Background: an optimization exercise with open tools, aiming at small area, a short achievable clock period and few clock cycles. Do not read the settings as production practice. Only simulation tests tie the RTL to the original design; equivalence was not proved.

<file path="flow/config.mk">
export PLATFORM = sky130hd
export DESIGN_NAME = cpuemu_core
export DESIGN_NICKNAME = cpuemu_core
export VERILOG_FILES = /design/flow/design.v
export SDC_FILE = /design/flow/constraint.sdc
export NUM_CORES = 4
export LEC_CHECK = 0
export ABC_AREA = 1
export CAP_MARGIN = 10
export CORE_MARGIN = 2
export CORE_UTILIZATION = 55
export CTS_CLUSTER_DIAMETER = 110
export CTS_CLUSTER_SIZE = 22
export SLEW_MARGIN = 10
</file>
<file path="flow/constraint.sdc">
create_clock -name core_clock -period 15.0 [get_ports {clk}]
set_input_delay 3.0000 -clock core_clock [delete_from_list [all_inputs] [get_ports {clk}]]
set_output_delay 3.0000 -clock core_clock [all_outputs]
set_load 0.01 [all_outputs]
</file>
<file path="flow/design.v">
module cpuemu_core (
    input             clk,
    input             rst,         
    input      [15:0] prog_len,    
    output     [15:0] imem_addr,   
    input      [63:0] imem_data,   
    input      [5:0]  dbg_addr,    
    output reg [15:0] dbg_data,    
    output            done,        
    output     [1:0]  state,       
    output     [2:0]  fcode        
);
    localparam ST_READY   = 2'd0;
    localparam ST_RUNNING = 2'd1;
    localparam ST_HALTED  = 2'd2;
    localparam ST_FAULTED = 2'd3;
    localparam F_DIVZERO  = 3'd1;
    localparam F_OVERFLOW = 3'd2;
    localparam F_UNDERFLOW= 3'd3;
    localparam F_BADADDR  = 3'd4;
    localparam F_BADSHIFT = 3'd5;
    localparam OP_NOP  = 5'd0,  OP_MOV  = 5'd1,  OP_PUSH = 5'd2,  OP_POP  = 5'd3;
    localparam OP_CALL = 5'd4,  OP_RET  = 5'd5,  OP_ADD  = 5'd6,  OP_SUB  = 5'd7;
    localparam OP_MUL  = 5'd8,  OP_DIV  = 5'd9,  OP_INC  = 5'd10, OP_DEC  = 5'd11;
    localparam OP_JMP  = 5'd12, OP_JZ   = 5'd13, OP_JNZ  = 5'd14, OP_JC   = 5'd15;
    localparam OP_JNC  = 5'd16, OP_JS   = 5'd17, OP_JNS  = 5'd18, OP_JG   = 5'd19;
    localparam OP_JGE  = 5'd20, OP_JL   = 5'd21, OP_JLE  = 5'd22, OP_CMP  = 5'd23;
    localparam OP_XOR  = 5'd24, OP_AND  = 5'd25, OP_OR   = 5'd26, OP_NOT  = 5'd27;
    localparam OP_SHL  = 5'd28, OP_SHR  = 5'd29, OP_ROL  = 5'd30, OP_ROR  = 5'd31;
    localparam PH_EXEC = 2'd0;
    localparam PH_MUL  = 2'd1;
    localparam PH_DIV  = 2'd2;
    reg [15:0] regs [0:7];
    reg [15:0] stk  [0:15];
    reg [4:0]  sp;                   
    reg [15:0] pc;
    reg        fz, fc, fs, fo;
    reg [1:0]  st;
    reg [2:0]  fc_code;
    reg [1:0]  ph;
    reg [15:0] xa;       
    reg [15:0] xb;       
    reg [14:0] xr;       
    reg [2:0]  dcnt;     
    reg        dneg;     
    reg        dovf;     
    reg        msa, msb;  
    assign imem_addr = pc;
    assign done      = st[1];
    assign state     = st;
    assign fcode     = fc_code;
    wire [4:0]  opc = imem_data[4:0];
    wire        s_f = imem_data[6];
    wire        ka  = imem_data[7];
    wire        kb  = imem_data[8];
    wire [7:0]  ra  = imem_data[23:16];
    wire [7:0]  rb  = imem_data[31:24];
    wire [15:0] ia  = imem_data[47:32];
    wire [15:0] ib  = imem_data[63:48];
    wire [2:0]  dst = ra[2:0];
    integer k;
    wire [4:0]  spm1   = sp - 5'd1;
    wire [15:0] reg_a  = regs[ra[2:0]];
    wire [15:0] reg_b  = regs[rb[2:0]];
    wire [15:0] spx    = {11'd0, sp};
    wire [15:0] a_val  = ka ? ia : (ra[7] ? (ra[0] ? spx : pc) : reg_a);
    wire [15:0] b_val  = kb ? ib : (rb[7] ? (rb[0] ? spx : pc) : reg_b);
    wire [31:0] dbg_oh  = 32'd1 << dbg_addr[4:0];
    wire [15:0] top_oh  = 16'd1 << spm1[3:0];
    wire [15:0] stk_sel = st[1] ? dbg_oh[31:16] : top_oh;
    reg  [15:0] stk_top, reg_d;
    always @(*) begin
        stk_top = 16'd0;
        for (k = 0; k < 16; k = k + 1)
            stk_top = stk_top | (stk[k] & {16{stk_sel[k]}});
        reg_d = 16'd0;
        for (k = 0; k < 8; k = k + 1)
            reg_d = reg_d | (regs[k] & {16{dbg_oh[k]}});
    end
    wire [15:0] fpc_v  = (st == ST_FAULTED) ? pc : 16'd0;
    wire [15:0] misc_d = (pc & {16{dbg_oh[8]}}) | (spx & {16{dbg_oh[9]}}) |
                         ({12'd0, fz, fc, fs, fo} & {16{dbg_oh[10]}}) |
                         (fpc_v & {16{dbg_oh[11]}});
    always @(*) dbg_data = stk_top | reg_d | misc_d;
    wire is_incdec = (opc == OP_INC) || (opc == OP_DEC);
    wire is_sub    = (opc == OP_SUB) || (opc == OP_DEC) || (opc == OP_CMP);
    wire [15:0] bb      = is_incdec ? 16'd1 : b_val;
    wire [15:0] bx      = is_sub ? ~bb : bb;
    wire [16:0] sum     = {1'b0, a_val} + {1'b0, bx} + {16'd0, is_sub};
    wire [15:0] add_r   = sum[15:0];
    wire        add_c   = sum[16] ^ is_sub;
    wire        add_o   = (a_val[15] == bx[15]) && (add_r[15] != a_val[15]);
    wire        sh_ok  = !ib[15] && (ib[14:4] == 11'd0) && (ib[3:0] != 4'd0);
    wire [3:0]  shamt  = ib[3:0];
    wire [3:0]  rk     = opc[0] ? shamt : (4'd0 - shamt);
    wire [15:0] rt1    = rk[0] ? {a_val[0],   a_val[15:1]} : a_val;
    wire [15:0] rt2    = rk[1] ? {rt1[1:0],   rt1[15:2]}   : rt1;
    wire [15:0] rt4    = rk[2] ? {rt2[3:0],   rt2[15:4]}   : rt2;
    wire [15:0] rt8    = rk[3] ? {rt4[7:0],   rt4[15:8]}   : rt4;
    wire [15:0] msk_l  = 16'hFFFF << shamt;      
    wire [15:0] msk_r  = 16'hFFFF >> shamt;      
    wire [15:0] sh_r   = rt8 & (opc[1] ? 16'hFFFF : (opc[0] ? msk_r : msk_l));
    reg jcond;
    always @(*) begin
        case (opc)
            OP_JMP:  jcond = 1'b1;
            OP_JZ:   jcond = fz;
            OP_JNZ:  jcond = !fz;
            OP_JC:   jcond = fc;
            OP_JNC:  jcond = !fc;
            OP_JS:   jcond = fs;
            OP_JNS:  jcond = !fs;
            OP_JG:   jcond = !fz && !fs;
            OP_JGE:  jcond = fz || !fs;
            OP_JL:   jcond = !fz && fs;
            default: jcond = fz || fs;       
        endcase
    end
    wire tgt_ok = !ia[15] && (ia < prog_len);
    wire top_ok = !stk_top[15] && (stk_top < prog_len);
    wire [15:0] pc1 = pc + 16'd1;
    wire [15:0] a_abs  = a_val[15] ? (~a_val + 16'd1) : a_val;
    wire [15:0] b_abs  = b_val[15] ? (~b_val + 16'd1) : b_val;
    function [4:0] blen;             
        input [15:0] v;
        integer k;
        begin
            blen = 5'd0;
            for (k = 0; k < 16; k = k + 1)
                if (v[k]) blen = k + 1;
        end
    endfunction
    wire [18:0] yb = {2'b00, xb, 1'b0};
    genvar gi;
    generate
        for (gi = 0; gi < 9; gi = gi + 1) begin : bth
            wire [2:0]  g   = yb[2*gi+2:2*gi];
            wire        one = g[0] ^ g[1];
            wire        two = (g == 3'b100) || (g == 3'b011);
            wire        neg = g[2] && !(g == 3'b111);
            wire [16:0] m   = ({1'b0, xa} & {17{one}}) | ({xa, 1'b0} & {17{two}});
            wire [16:0] p   = (m ^ {17{neg}}) << (2*gi);
            wire [16:0] c   = {16'd0, neg} << (2*gi);
        end
    endgenerate
    wire [16:0] pm = bth[0].p + bth[0].c + bth[1].p + bth[1].c + bth[2].p + bth[2].c +
                     bth[3].p + bth[3].c + bth[4].p + bth[4].c + bth[5].p + bth[5].c +
                     bth[6].p + bth[6].c + bth[7].p + bth[7].c + bth[8].p;
    wire [5:0]  nsum    = {1'b0, blen(xa)} + {1'b0, blen(xb)};
    wire        pm_ge16 = (nsum >= 6'd18) || (nsum == 6'd17 && pm[16]);
    wire        pm_ge15 = (nsum >= 6'd17) || (nsum == 6'd16 && pm[15]);
    wire        pm_eq15 = (pm == 17'h08000) && (nsum <= 6'd17);
    wire        mul_c   = (msa && msb) || (msa && xb[15:1] != 15'd0) ||
                          (msb && xa[15:1] != 15'd0) || (!msa && !msb && pm_ge16);
    wire        mul_o   = pm_ge15 && !(dneg && pm_eq15);
    wire [15:0] d1_sh  = {xr, xa[15]};
    wire [16:0] d1_df  = {1'b0, d1_sh} - {1'b0, xb};
    wire        d1_fit = !d1_df[16];
    wire [14:0] d1_r   = d1_fit ? d1_df[14:0] : d1_sh[14:0];
    wire [15:0] d2_sh  = {d1_r, xa[14]};
    wire [16:0] d2_df  = {1'b0, d2_sh} - {1'b0, xb};
    wire        d2_fit = !d2_df[16];
    wire [14:0] d2_r   = d2_fit ? d2_df[14:0] : d2_sh[14:0];
    wire        d_zero = (dcnt == 3'd7) && (xa < xb);
    wire        d_skip = (xr == 15'd0) && (xa[15:12] == 4'd0) && (dcnt != 3'd0);
    wire [15:0] dq_n   = d_zero ? 16'd0 :
                         d_skip ? {xa[11:0], 4'd0} : {xa[13:0], d1_fit, d2_fit};
    wire [14:0] dr_n   = d_skip ? 15'd0 : d2_r;
    wire [2:0]  dcnt_n = dcnt - (d_skip ? 3'd2 : 3'd1);
    wire        d_last = d_zero || (d_skip ? (dcnt == 3'd1) : (dcnt == 3'd0));
    wire [15:0] mag    = (ph == PH_MUL) ? pm[15:0] : dq_n;
    wire [15:0] md_r   = dneg ? (~mag + 16'd1) : mag;
    wire run    = !st[1];
    wire in_ex  = run && (ph == PH_EXEC);
    wire halt   = !pc[15] && (pc >= prog_len);
    wire exe    = in_ex && !pc[15] && !halt;      
    wire sp_z   = (sp == 5'd0);
    wire sp_f   = sp[4];
    wire a_z    = (a_val == 16'd0);
    wire b_z    = (b_val == 16'd0);
    reg  [2:0]  ex_f;        
    always @(*) begin
        case (opc)
            OP_PUSH:  ex_f = sp_f ? F_OVERFLOW : 3'd0;
            OP_POP:   ex_f = sp_z ? F_UNDERFLOW : 3'd0;
            OP_CALL:  ex_f = !tgt_ok ? F_BADADDR : (sp_f ? F_OVERFLOW : 3'd0);
            OP_RET:   ex_f = sp_z ? F_UNDERFLOW : (!top_ok ? F_BADADDR : 3'd0);
            OP_DIV:   ex_f = b_z ? F_DIVZERO : 3'd0;
            OP_JMP, OP_JZ, OP_JNZ, OP_JC, OP_JNC, OP_JS, OP_JNS,
            OP_JG, OP_JGE, OP_JL, OP_JLE:
                      ex_f = (jcond && !tgt_ok) ? F_BADADDR : 3'd0;
            OP_SHL, OP_SHR, OP_ROL, OP_ROR:
                      ex_f = !sh_ok ? F_BADSHIFT : 3'd0;
            default:  ex_f = 3'd0;
        endcase
    end
    wire ex_ok = (ex_f == 3'd0);
    reg  [3:0]  lg_tt;
    always @(*) begin
        case (opc)
            OP_MOV:  lg_tt = 4'b1010;
            OP_XOR:  lg_tt = 4'b0110;
            OP_AND:  lg_tt = 4'b1000;
            OP_OR:   lg_tt = 4'b1110;
            OP_NOT:  lg_tt = 4'b0011;
            default: lg_tt = 4'b0000;
        endcase
    end
    reg  [15:0] lg_r;
    always @(*) begin
        for (k = 0; k < 16; k = k + 1)
            lg_r[k] = lg_tt[{a_val[k], b_val[k]}];
    end
    reg        ex_we;
    reg [15:0] ex_wd;
    always @(*) begin
        ex_we = 1'b1;
        ex_wd = lg_r;
        case (opc)
            OP_ADD, OP_SUB, OP_INC, OP_DEC: ex_wd = add_r;
            OP_POP:  begin ex_we = !sp_z; ex_wd = stk_top; end
            OP_DIV:  ex_we = a_z && !b_z;
            OP_SHL, OP_SHR, OP_ROL, OP_ROR: begin ex_we = sh_ok; ex_wd = sh_r; end
            OP_MOV, OP_XOR, OP_AND, OP_OR, OP_NOT: ;
            default: ex_we = 1'b0;
        endcase
    end
    wire md_done = run && ((ph == PH_MUL) || (ph == PH_DIV && d_last));
    wire        rf_wr = (exe && ex_we) || md_done;
    wire [15:0] rf_d  = (ph == PH_EXEC ? ex_wd : md_r) & {16{!rst}};
    integer i;
    always @(posedge clk) begin
        for (i = 0; i < 8; i = i + 1)
            if (rst || (rf_wr && dst == i))
                regs[i] <= rf_d;
    end
    wire        stk_wr = exe && !sp_f && (opc == OP_PUSH || (opc == OP_CALL && tgt_ok));
    wire [15:0] stk_d  = (opc == OP_CALL) ? pc1 : a_val;
    always @(posedge clk) begin
        for (i = 0; i < 16; i = i + 1)
            if (stk_wr && sp[3:0] == i)
                stk[i] <= stk_d;
    end
    always @(posedge clk) begin
        if (ph == PH_EXEC) begin
            xa   <= a_abs;
            xb   <= b_abs;
            xr   <= 15'd0;
            dcnt <= 3'd7;
            msa  <= a_val[15];
            msb  <= b_val[15];
            dneg <= a_val[15] ^ b_val[15];
            dovf <= (a_val == 16'h8000) && (b_val == 16'hFFFF);
        end else begin
            xa   <= dq_n;
            xr   <= dr_n;
            dcnt <= dcnt_n;
        end
    end
    always @(posedge clk) begin
        if (rst) begin
            sp      <= 5'd0;
            pc      <= 16'd0;
            {fz, fc, fs, fo} <= 4'd0;
            st      <= ST_READY;
            fc_code <= 3'd0;
            ph      <= PH_EXEC;
        end else if (run) begin
            case (ph)
                PH_EXEC: begin
                    st <= ST_RUNNING;
                    if (pc[15]) begin
                        st <= ST_FAULTED; fc_code <= F_BADADDR;
                    end else if (halt) begin
                        st <= ST_HALTED;
                    end else if (!ex_ok) begin
                        st <= ST_FAULTED; fc_code <= ex_f;
                    end else begin
                        case (opc)
                            OP_PUSH: begin sp <= sp + 5'd1; pc <= pc1; end
                            OP_POP:  begin sp <= spm1;      pc <= pc1; end
                            OP_CALL: begin sp <= sp + 5'd1; pc <= ia;  end
                            OP_RET:  begin sp <= spm1;      pc <= stk_top; end
                            OP_ADD, OP_SUB, OP_INC, OP_DEC: begin
                                if (s_f) {fz, fc, fs, fo} <= {add_r == 16'd0, add_c, add_r[15], add_o};
                                pc <= pc1;
                            end
                            OP_CMP: begin
                                {fz, fc, fs, fo} <= {add_r == 16'd0, add_c, add_r[15], add_o};
                                pc <= pc1;
                            end
                            OP_MUL: ph <= PH_MUL;
                            OP_DIV: begin
                                if (a_z) begin
                                    if (s_f) {fz, fc, fs, fo} <= 4'b1000;
                                    pc <= pc1;
                                end else
                                    ph <= PH_DIV;
                            end
                            OP_JMP, OP_JZ, OP_JNZ, OP_JC, OP_JNC, OP_JS, OP_JNS,
                            OP_JG, OP_JGE, OP_JL, OP_JLE:
                                pc <= jcond ? ia : pc1;
                            default: pc <= pc1;
                        endcase
                    end
                end
                PH_MUL: begin
                    if (s_f) {fz, fc, fs, fo} <= {md_r == 16'd0, mul_c, md_r[15], mul_o};
                    pc <= pc1;
                    ph <= PH_EXEC;
                end
                default: begin    
                    if (d_last) begin
                        if (s_f) {fz, fc, fs, fo} <= {md_r == 16'd0, 1'b0, md_r[15], dovf};
                        pc <= pc1;
                        ph <= PH_EXEC;
                    end
                end
            endcase
        end
    end
endmodule
</file>
<file path="flow/flow/run.sh">
#!/bin/bash
set -euo pipefail
export SETUP_SLACK_MARGIN=6.8
export BUFFER_PORTS_ARGS="-buffer_cell sky130_fd_sc_hd__buf_1"
bash standard.sh > standard.log 2>&1
</file>
<file path="flow/standard.sh">
#!/bin/bash
# synth_recipe.tcl (not shown) runs the flow's synth.tcl, then flattens the netlist and writes it again
# the make line also repeats each setting of config.mk as NAME=value (left out here)
make -C /OpenROAD-flow-scripts/flow DESIGN_CONFIG=/design/flow/config.mk WORK_HOME=/design/flow/orfs CLKGATE_MAP_FILE= SYNTH_SCRIPT=/design/flow/synth_recipe.tcl "${@:-finish}"
</file>
==> summary.txt, run 1 <==
Detailed routing
  • Initial DRC count: around 4,900
  • Pre-antenna DRT Iters: 11
  • WL/cell: between 20 and 30 um
  • Detailed-route via count: approximately 33,000
  • Routed Antenna Nets: 0
  • Vias/cell: approximately 6.3
  • WL final: around 140,000 um
  • DRC Markers: 0

STA
  • Fmax: roughly 0.12 GHz
  • Skew final: ~66 ps
  • Endpoints failing setup: 0
  • Unrepaired setup endpoints after global routing: true
  • Final period util: around 55%
  • Final hold slack: around 530 ps
  • Final WS setup: around 6800 ps
  • Slew Limit Fails: 0
  • Total negative slack: 0 ps
  • Max-Slew Margin vs Limit: 12.8%
  • Final hold viol count: 0
  • Slew @ Worst Pin: ~1300 ps
  • Post-layout minimum cycle time: 8240 ps

CTS
  • Cell chosen for the clock root: clkbuf_16
  • Worst skew pair latency: 660 ps
  • CTS tree: yes
  • CTS H-Tree Depth: 1
  • Clock tree buffer depth: 3
  • Clock slew at reported path FFs: between 100 and 150 ps
  • Clock net sink count: between 400 and 500
  • CTS Buf Count: 25

Worst setup path
  • Register-to-Register Path Depth: 32
  • Start point of the critical path: dbg_addr[2]
  • CP Cell Sequence: buf_2, inv_2, nor2_1, nand2_1, nor2_1, buf_4, clkinvlp_4, o22ai_1, a21oi_1, o221ai_1, a2111oi_1, nand2_1, buf_1
  • Crit. End Element: output pin
  • CP max stage delay: ~460 ps
  • CP max stage cell: a2111oi_1
  • R2r endpoint: regs[2][8]
  • Crit path arrival time: approximately 5200 ps
  • Crit path buf inv count: 5
  • CP Launch Type: input pin
  • CP max FO: 12
  • Top delay family on crit path: buffers and inverters
  • Worst EP required: 12,000 ps
  • Worst r2r src: xb[1]
  • R2R Setup Slk: between 7000 and 8000 ps
  • Critical path class: input pin to output pin

Hold path
  • Hold WC Path Type: flip-flop to flip-flop
  • Hold path start: ph[0]
  • Hold EP: ph[0]
  • Worst Hold Depth: 2

Global route
  • Initial antenna violation count: 9
  • Global Route Usage Sum: approximately two fifths
  • Vias in the first global route: a little under 30,000
  • Total congestion overflow: 0
  • First-pass GRT wire length: 191,000 um
  • Largest net degree at the start of global routing: 69

Synth
  • Syn_nets: approximately 4,500
  • Post-synth EDFFs: approximately 400
  • Yosys reg bits: 470
  • Ys async rst share: 0%
  • Synth warn: 3
  • Top_reg_cell synth: edfxtp_1
  • Sequential share of the synthesized area: ~39%
  • Avg Inst Size Synth: around 8.1 um^2
  • Distinct cells, synth: 62
  • Post-synth design cell area: ~0.034 mm^2
  • Mapped Cells: ~4,200

Final layout
  • Fillers: between 5,000 and 6,000
  • Layout cells sized above 1: under 10%
  • Design area: 0.0376 mm^2
  • Fin cells: 5,201
  • Final core utilization: just over 60%
  • Nets: around 4,700
  • Synth-to-layout area growth: 9.89%

Placement
  • Dpl cell area: ~0.036 mm^2
  • GP Congestion: 1.08
  • Port buffer count: about 110
  • Placed Cells: 5,082
  • Place WS: 5610 ps
  • DP HPWL: between 90,000 and 100,000 um

Outcome
  • Outcome: complete, no violations

Flow run
  • Max-cap violations: 0

Floorplanning
  • Io pins: approximately 130
  • Num rows: 91
  • Die Y-Extent: 253 um
  • Initial Utilization: 55.5%
  • Die area: 0.0642 mm^2
  • Core Area: slightly above 0.06 mm^2
  • Die X: around 250 um
registers in the layout, indices dropped and copies added (netlist names), 2 cells and up:
register  flops
dcnt          3
fc_code       3
pc           16
ph            2
regs        128
sp            5
st            2
stk         256
xa           16
xb           16
xr           15
how the worst max path moves through the flow:
stage                         endpoint  depth (start not counted)
after CTS                 dbg_data[13]                         13
after global placement    dbg_data[12]                          9
after global routing      dbg_data[13]                         14
after detailed placement  dbg_data[13]                         12
after floorplan           dbg_data[13]                         11
final                      dbg_data[3]                         13
cell usage after synthesis (all sizes together) (37+ instances only):
cell | count | area share [%]
a21oi | 252 | 3.8
o22ai | 110 | 2.0
dfxtp | 66 | 3.9
ha | 180 | 6.6
a22oi | 47 | 1.0
xor2 | 163 | 4.2
a221oi | 41 | 1.0
o21ai | 338 | 5.1
buf | 37 | 0.61
nor3 | 45 | 0.69
nand3 | 265 | 4.1
nand4 | 77 | 1.4
a22o | 48 | 1.2
fa | 48 | 2.8
inv | 498 | 5.5
nor2 | 306 | 3.5
clkbuf | 115 | 1.3
nand2 | 915 | 10
edfxtp | 404 | 35
o211ai | 60 | 1.3
kinds of logic after synthesis:
family | after synthesis | synth area share, %
flops | 470 | 39.3
fa+ha+maj | 228 | 9.39
xor+xnor | 190 | 4.86
mux | 4 | 0.121
compound gates | 991 | 17.7
simple gates | 1671 | 21.1
buf+inv | 665 | 7.51
worst register-to-register path, delay by kind of cell (launching register included):
family	cells	cell delay (ps)
flip-flops	1	750
adder cells (fa/ha/maj)	3	1270
AO/OA/AOI/OAI	2	500
buffers and inverters	3	1110
AND/OR/NAND/NOR	24	3700
cells in the final DEF, fill, tap and decap left out, types with 60 or more instances in the layout:
cell	Yosys	layout
xor2_1	163	163
buf_4	5	118
o21ai_0	297	286
nand4_1	77	77
ha_1	180	180
dfxtp_1	66	66
buf_1	10	99
o211ai_1	60	60
edfxtp_1	404	404
nor2_1	296	274
nand2_1	888	865
o22ai_1	110	110
nand3_1	251	242
inv_1	472	462
a21oi_1	247	244
what timing repair did:
action                                  in CTS  in global routing
endpoints found under the setup margin     200                235
setup buffers                               22                 43
gates cloned                                 0                  3
hold buffers                                 0                  0
resized for setup                           74                 82
pin swaps                                   10                 20
layout make-up:
type | instances | area (um^2) | area share (%)
flip-flops and latches | 470 | 13500 | 35.8
clock buffers | 43 | 707 | 1.88
well taps | 837 | 1050 | 2.79
repair inverters | 1 | 5.00 | 0.0133
clock inverters | 3 | 58.8 | 0.156
diodes | 5 | 12.5 | 0.0333
repair buffers | 245 | 1660 | 4.42
inverters | 513 | 1960 | 5.22
multi-input cells | 3084 | 18700 | 49.7
routing by layer:
metal / wire (um) / global-route usage, % / up-vias
met5: 14 / 0 / -
met4: 9490 / 23.8 / 2
met3: 16300 / 10.6 / 510
met2: 59000 / 62.7 / 2147
met1: 50800 / 52.3 / 15300
li1: - / - / 14900
Testbench counts, summed over its fixed seeds: cycles 64,827.
==> inputs of run 2 (changes only) <==
--- a/flow/design.v
+++ b/flow/design.v
@@ -205,3 +205,3 @@
             OP_NOT:  lg_tt = 4'b0011;
-            default: lg_tt = 4'b0000;
+            default: lg_tt = 4'b1100;        
         endcase
@@ -221,3 +221,3 @@
             OP_POP:  begin ex_we = !sp_z; ex_wd = stk_top; end
-            OP_DIV:  ex_we = a_z && !b_z;
+            OP_DIV:  ;
             OP_SHL, OP_SHR, OP_ROL, OP_ROR: begin ex_we = sh_ok; ex_wd = sh_r; end
==> flow/flow/run.sh (replaced) <==
#!/bin/bash
set -euo pipefail
export SETUP_SLACK_MARGIN=6.8
export BUFFER_PORTS_ARGS="-buffer_cell sky130_fd_sc_hd__buf_2"
bash standard.sh > standard.log 2>&1
--- a/flow/config.mk
+++ b/flow/config.mk
@@ -8,3 +8,3 @@
 export ABC_AREA = 1
-export CAP_MARGIN = 10
+export CAP_MARGIN = 20
 export CORE_MARGIN = 2
@@ -13,2 +13,2 @@
 export CTS_CLUSTER_SIZE = 22
-export SLEW_MARGIN = 10
+export SLEW_MARGIN = 20
==> summary.txt, run 2 <==
STA
  • Final hold viol count: 0 (unchanged)
  • Total negative slack: 0 ps (unchanged)
  • Final hold slack: 496 ps (-37.2 ps)
  • Slew @ Worst Pin: 1270 ps (-36.4 ps)
  • Final period util: 54.6% (-0.35 points)
  • Unrepaired setup endpoints after global routing: true
  • Endpoints failing setup: 0 (unchanged)
  • Post-layout minimum cycle time: 8190 ps (-52.1 ps)
  • Skew final: 29.0 ps (-37.2 ps)
  • Fmax: 0.122 GHz (+0.64%)
  • Max-Slew Margin vs Limit: 14.2% (+1.4 points)
  • Slew Limit Fails: 0 (unchanged)

Final layout
  • Regs by FF count: stk (256), regs (128)
  • Commonest non-fill, non-tap cell in the layout: nand2_1
  • Fin cells: 5,211 (+0.19%)
  • Layout cells sized above 1: 10.5% (+1.4 points)
  • Most frequent cells in the layout: 875 x nand2_1, 455 x inv_1, 404 x edfxtp_1
  • Nets: 4,666 (+0.21%)
  • Synth-to-layout area growth: 9.45%
  • Most flops, register: stk
  • Largest register FFs: 256 (unchanged)

Global route
  • Largest net degree at the start of global routing: 68 (-1.4%)
  • Vias in the first global route: 30,000 (+1.5%)
  • Total congestion overflow: 0 (unchanged)
  • Initial antenna violation count: 7 (-2)
  • First-pass GRT wire length: 192,000 um (+0.38%)
  • Global Route Usage Sum: 40.4% (-0.53 points)

Worst setup path
  • CP max stage cell: o2111ai_1
  • CP Launch Type: input pin
  • Critical path class: input pin to output pin
  • CP Cell Sequence: buf_6, clkinvlp_4, nand4_1, nand2_4, buf_4, a22o_1, a221oi_1, nand2_1, nor2_4, o2111ai_1, buf_2
  • Top delay family on crit path: buffers and inverters
  • Worst EP required: 12,000 ps (about the same)
  • Crit path buf inv count: 4 (-1)
  • CP max stage delay: 300 ps (-160 ps)
  • Crit. End Element: output pin
  • CP max FO: 12 (unchanged)
  • Crit path arrival time: 5190 ps (-50 ps)

Synth
  • Yosys reg bits: 470 (unchanged)
  • Distinct cells, synth: 63 (+1.6%)
  • Most common cell in the synthesized netlist: nand2_1
  • Top cells by area, synth: edfxtp_1 35%, nand2_1 9.7%, ha_1 6.6%, inv_1 5.1%, o21ai_0 4.3%
  • Synth warn: 3 (unchanged)
  • Area leader, netlist: edfxtp_1
  • Post-synth design cell area: 0.0343 mm^2 (+0.32%)
  • Sequential share of the synthesized area: 39.2% (-0.12 points)
  • Avg Inst Size Synth: 8.11 um^2 (about the same)
  • Top_reg_cell synth: edfxtp_1
  • Ys async rst share: 0% (unchanged)
  • Top cell type's share of synthesized area: 35.4% (-0.11 points)
  • Post-synth top cells: 886 x nand2_1, 467 x inv_1, 404 x edfxtp_1
  • Syn_nets: 4,549 (+0.31%)
  • Post-synth EDFFs: 404 (unchanged)
  • Mapped Cells: 4,233 (+0.33%)

Floorplanning
  • Core Area: 0.0617 mm^2 (+0.18%)
  • Io pins: 126 (unchanged)
  • Num rows: 91 (unchanged)
  • Die area: 0.0644 mm^2 (+0.31%)
  • Die X: 254 um (+0.16%)
  • Die Y-Extent: 254 um (+0.16%)
  • Initial Utilization: 55.6% (+0.074 points)

Outcome
  • Outcome: complete, no violations

Placement
  • Port buffer count: 108 (unchanged)
  • DP HPWL: 96,700 um (about the same)
  • GP Congestion: 1.04 (-3.2%)
  • Placed Cells: 5,124 (+0.83%)

Detailed routing
  • Initial DRC count: 4,353 (-12%)
  • WL/cell: 25.5 um (-2.3%)
  • Vias/cell: 6.32 (about the same)
  • Detailed-route via count: 32,900 (+0.14%)
  • WL final: 133,000 um (-2.1%)
  • Routed Antenna Nets: 0 (unchanged)
  • DRC Markers: 0 (unchanged)
  • Pre-antenna DRT Iters: 7 (-4)

CTS
  • Clock net sink count: 470 (unchanged)
  • CTS Buf Count: 26 (+4.0%)
  • Clock tree buffer depth: 3 (unchanged)
  • Cell chosen for the clock root: clkbuf_16
  • CTS tree: yes
  • Worst skew pair latency: 630 ps (-30 ps)
  • Hold-fix buffers at CTS: 0 (unchanged)
  • CTS H-Tree Depth: 1 (unchanged)
  • Clock slew at reported path FFs: 100 ps (about the same)

Hold path
  • Hold WC Path Type: flip-flop to flip-flop

Flow run
  • Max-cap violations: 0 (unchanged)
## run 2: kinds of logic after synthesis
kind of cell	share of synthesized area [%]
flops	39.2
fa+ha+maj	9.36
buf+inv	7.39
compound gates	17.9
mux	0.237
simple gates	21.2
xor+xnor	4.75
## run 2: worst paths after layout
check                    from      endpoint  slack (ps)  cells past startpoint
setup / recovery  dbg_addr[3]  dbg_data[15]        6810                     11
hold / removal             fs            fs         500                      2
setup reg to reg        xb[1]    regs[7][7]        7240                     34
hold reg to reg            fs            fs         500                      2
## run 2: final cells by class
| class | count | area (um^2) |
|---|---|---|
| Tap cell | 837 | 1050 |
| Multi-Input combinational cell | 3106 | 18800 |
| Fill cell | 5589 | 24200 |
| Timing Repair Buffer | 230 | 1540 |
| Clock buffer | 44 | 718 |
| Sequential cell | 470 | 13500 |
| Timing Repair inverter | 1 | 5.00 |
| Clock inverter | 4 | 58.8 |
| Inverter | 515 | 1970 |
| Antenna cell | 4 | 10.0 |
## run 2: worst min-delay path, stage by stage (launching register included)
cell and delay (ps):
dfxtp_1 340, nand2_1 60, a21oi_1 60
## run 2: repair_timing
action | CTS | global route
setup buffers | 18 | 16
endpoints found under the setup margin | 24 | 105
gates resized for setup | 46 | 52
gates cloned | 1 | 0
pin swaps | 6 | 13
## run 2: per-stage QoR
stage / cell area (um^2) / util, % / setup slack (ps)
floorplan: 34300 / - / 7280
global placement: 36000 / 58.4 / 5810
finish: 37600 / 60.9 / 6810
global route: 37600 / 60.8 / 6770
CTS: 37200 / 60.2 / 6800
detailed placement: 36000 / 58.4 / 5820
## run 2: routing by layer
layer  vias up  GRT usage, %  share of wire, %
met3       415          7.63                11
met4         2          19.8               5.8
met5         -             0            0.0098
met1     15500          53.0                38
met2      2054          64.1                45
li1      15000             -                 -
Testbench counts of run 2, summed over its fixed seeds: cycles 64,827.
==> inputs of run 3 (changes only) <==
--- a/flow/config.mk
+++ b/flow/config.mk
@@ -10,3 +10,3 @@
 export CORE_MARGIN = 2
-export CORE_UTILIZATION = 55
+export CORE_UTILIZATION = 48
 export CTS_CLUSTER_DIAMETER = 110
==> summary.txt, run 3 <==
Outcome
  • Outcome: complete, no violations

Synth
  • Top_reg_cell synth: edfxtp_1
  • Post-synth EDFFs: 404 (unchanged)
  • Area leader, netlist: edfxtp_1
  • Mapped Cells: 4,233 (unchanged)
  • Distinct cells, synth: 63 (unchanged)
  • Syn_nets: 4,549 (unchanged)
  • Top cell type's share of synthesized area: 35.4% (unchanged)
  • Sequential share of the synthesized area: 39.2% (unchanged)
  • Post-synth top cells: 886 x nand2_1, 467 x inv_1, 404 x edfxtp_1
  • Post-synth design cell area: 0.0343 mm^2 (unchanged)
  • Avg Inst Size Synth: 8.11 um^2 (unchanged)
  • Top cells by area, synth: edfxtp_1 35%, nand2_1 9.7%, ha_1 6.6%, inv_1 5.1%, o21ai_0 4.3%
  • Yosys reg bits: 470 (unchanged)
  • Most common cell in the synthesized netlist: nand2_1
  • Synth warn: 3 (unchanged)
  • Ys async rst share: 0% (unchanged)

Final layout
  • Largest register FFs: 256 (unchanged)
  • Layout cells sized above 1: 10.6% (+0.011 points)
  • Fin cells: 5,328 (+2.2%)
  • Design area: 0.0377 mm^2 (+0.37%)
  • Nets: 4,671 (+0.11%)
  • Most flops, register: stk
  • Regs by FF count: stk (256), regs (128)
  • Most frequent cells in the layout: 876 x nand2_1, 459 x inv_1, 404 x edfxtp_1
  • Commonest non-fill, non-tap cell in the layout: nand2_1
  • Synth-to-layout area growth: 9.86%
  • Fillers: 6,912 (+24%)

Floorplanning
  • Initial Utilization: 48.3% (-7.4 points)
  • Io pins: 126 (unchanged)
  • Num rows: 98 (+7.7%)
  • Die Y-Extent: 271 um (+6.9%)
  • Die area: 0.0736 mm^2 (+14%)
  • Die X: 271 um (+6.9%)
  • Core Area: 0.0711 mm^2 (+15%)

Global route
  • Vias in the first global route: 30,100 (+0.47%)
  • First-pass GRT wire length: 196,000 um (+1.9%)
  • Global Route Usage Sum: 35.5% (-4.9 points)
  • Total congestion overflow: 0 (unchanged)
  • Largest net degree at the start of global routing: 60 (-12%)
  • Initial antenna violation count: 8 (+1)

Detailed routing
  • Initial DRC count: 4,288 (-1.5%)
  • Vias/cell: 6.16 (-2.5%)
  • WL final: 135,000 um (+1.5%)
  • DRC Markers: 0 (unchanged)
  • Routed Antenna Nets: 0 (unchanged)
  • WL/cell: 25.3 um (-0.69%)
  • Detailed-route via count: 32,800 (-0.30%)
  • Pre-antenna DRT Iters: 8 (+1)

CTS
  • Clock net sink count: 470 (unchanged)
  • CTS Buf Count: 26 (unchanged)
  • Worst skew pair latency: 630 ps (about the same)
  • Clock tree buffer depth: 3 (unchanged)
  • CTS tree: yes
  • Cell chosen for the clock root: clkbuf_16
  • Hold-fix buffers at CTS: 0 (unchanged)
  • Clock slew at reported path FFs: 100 ps (about the same)
  • CTS H-Tree Depth: 1 (unchanged)

Worst setup path
  • CP max FO: 14 (+2)
  • Critical path class: input pin to output pin
  • Worst EP required: 12,000 ps (about the same)
  • R2r endpoint: regs[1][4]
  • Crit. End Element: output pin
  • Register-to-Register Path Depth: 31 (-8.8%)
  • Worst r2r src: xa[15]
  • Crit path arrival time: 5200 ps (about the same)
  • CP Launch Type: input pin
  • R2R Setup Slk: 7600 ps (+360 ps)

STA
  • Slew Limit Fails: 0 (unchanged)
  • Endpoints failing setup: 0 (unchanged)
  • Fmax: 0.122 GHz (-0.15%)
  • Final period util: 54.7% (+0.080 points)
  • Max-Slew Margin vs Limit: 24.4% (+10 points)
  • Skew final: 41.4 ps (+12.4 ps)
  • Final WS setup: 6800 ps (-12.0 ps)
  • Slew @ Worst Pin: 1130 ps (-141 ps)
  • Final hold viol count: 0 (unchanged)
  • Unrepaired setup endpoints after global routing: true
  • Total negative slack: 0 ps (unchanged)
  • Post-layout minimum cycle time: 8200 ps (+12.0 ps)

Placement
  • Port buffer count: 108 (unchanged)
  • Dpl cell area: 0.0362 mm^2 (+0.48%)
  • Placed Cells: 5,242 (+2.3%)
  • Place WS: 5830 ps (+5.13 ps)
  • GP Congestion: 1.04 (-0.53%)
  • DP HPWL: 98,600 um (+2.0%)

Hold path
  • Hold EP: fz
  • Hold path start: fz
  • Hold WC Path Type: flip-flop to flip-flop
  • Worst Hold Depth: 2 (unchanged)

Flow run
  • Max-cap violations: 0 (unchanged)
-- run 3: layout make-up --
class | count | area, um^2 | share of cell area (%)
multi-input combinational | 3106 | 18700 | 49.7
sequential | 470 | 13500 | 35.7
inverter | 515 | 1960 | 5.20
timing repair buffer | 235 | 1580 | 4.20
tap | 950 | 1190 | 3.15
clock buffer | 43 | 714 | 1.89
clock inverter | 5 | 57.6 | 0.153
timing repair inverter | 1 | 7.51 | 0.0199
antenna | 3 | 7.51 | 0.0199
-- run 3: worst max path at each step --
stage | endpoint | from | cells after the start | slack [ps]
finish | dbg_data[15] | dbg_addr[4] | 12 | 6800
global route | dbg_data[1] | dbg_addr[0] | 11 | 6730
CTS | dbg_data[13] | dbg_addr[4] | 11 | 6750
detailed placement | dbg_data[13] | dbg_addr[3] | 10 | 5830
global placement | dbg_data[13] | dbg_addr[3] | 10 | 5800
floorplan | dbg_data[2] | dbg_addr[2] | 10 | 7280
-- run 3: timing repair --
item,CTS,global route
endpoints found under the setup margin,88,113
cloned,1,0
setup buffers,27,7
resized for setup,58,33
pin swaps,10,9
-- run 3: layer usage --
| layer | wire length [um] | track usage (%) | up-vias |
|---|---|---|---|
| met5 | 29 | 0 | - |
| met1 | 53500 | 46.8 | 15600 |
| met4 | 7870 | 17.8 | 4 |
| met2 | 59500 | 55.3 | 1838 |
| met3 | 13800 | 7.47 | 395 |
| li1 | - | - | 15000 |
-- run 3: per-stage QoR --
step	util, %	hold slack, ps
4_1_cts	52.7	496
2_1_floorplan	-	458
6_report	53.0	498
3_3_place_gp	50.9	474
3_5_place_dp	50.9	482
5_1_grt	53.0	532
-- run 3: cell families after synthesis --
kind of cell | count (synthesis) | share of synthesized area (%)
flip-flops | 470 | 39.2
adder cells (fa/ha/maj) | 228 | 9.36
buffers and inverters | 657 | 7.39
AO/OA/AOI/OAI | 995 | 17.9
AND/OR/NAND/NOR | 1689 | 21.2
multiplexers | 8 | 0.237
XOR/XNOR | 186 | 4.75
-- run 3: critical path: stages --
cell       delay (ps)
buf_2             150
nand2_1           160
inv_4             100
nand3_1           110
nand2_2           120
buf_8             190
a22o_1            200
a221oi_1          230
nand2_1           140
nor2_4            260
o2111ai_1         290
buf_2             230

separate check: timing with driven ports:
No port has a modelled driver above. Below, the same layouts with a new extraction and two added sets of constraints.
Step 1 sets driving cells, clkbuf_16 on the clock port and buf_2 on the other inputs (assumed; they add their load-dependent delay and slew).
Step 2 adds t to the input delays and takes it off the output delays; t is the mean of the earliest and latest rising clock arrival at the registers after step 1. Input paths then give back, and output paths get back, about the clock's delay inside the block.
Slacks: ideal / step 1 / step 2; pairs: ideal / step 1.
| run | shift t [ns] | setup WS [ns] | clock arrival spread, ns |
|---|---|---|---|
| run 1 | 0.691 | 6.756 / 6.718 / 6.280 | 0.067 / 0.067 |
| run 2 | 0.673 | 6.808 / 6.747 / 6.391 | 0.029 / 0.029 |
| run 3 | 0.678 | 6.796 / 6.773 / 6.373 | 0.041 / 0.042 |
After both steps every run listed still meets setup and hold. For run 1, which loses most, drivers alone change the setup slack by -0.038 ns; drivers and shift together by -0.476 ns.
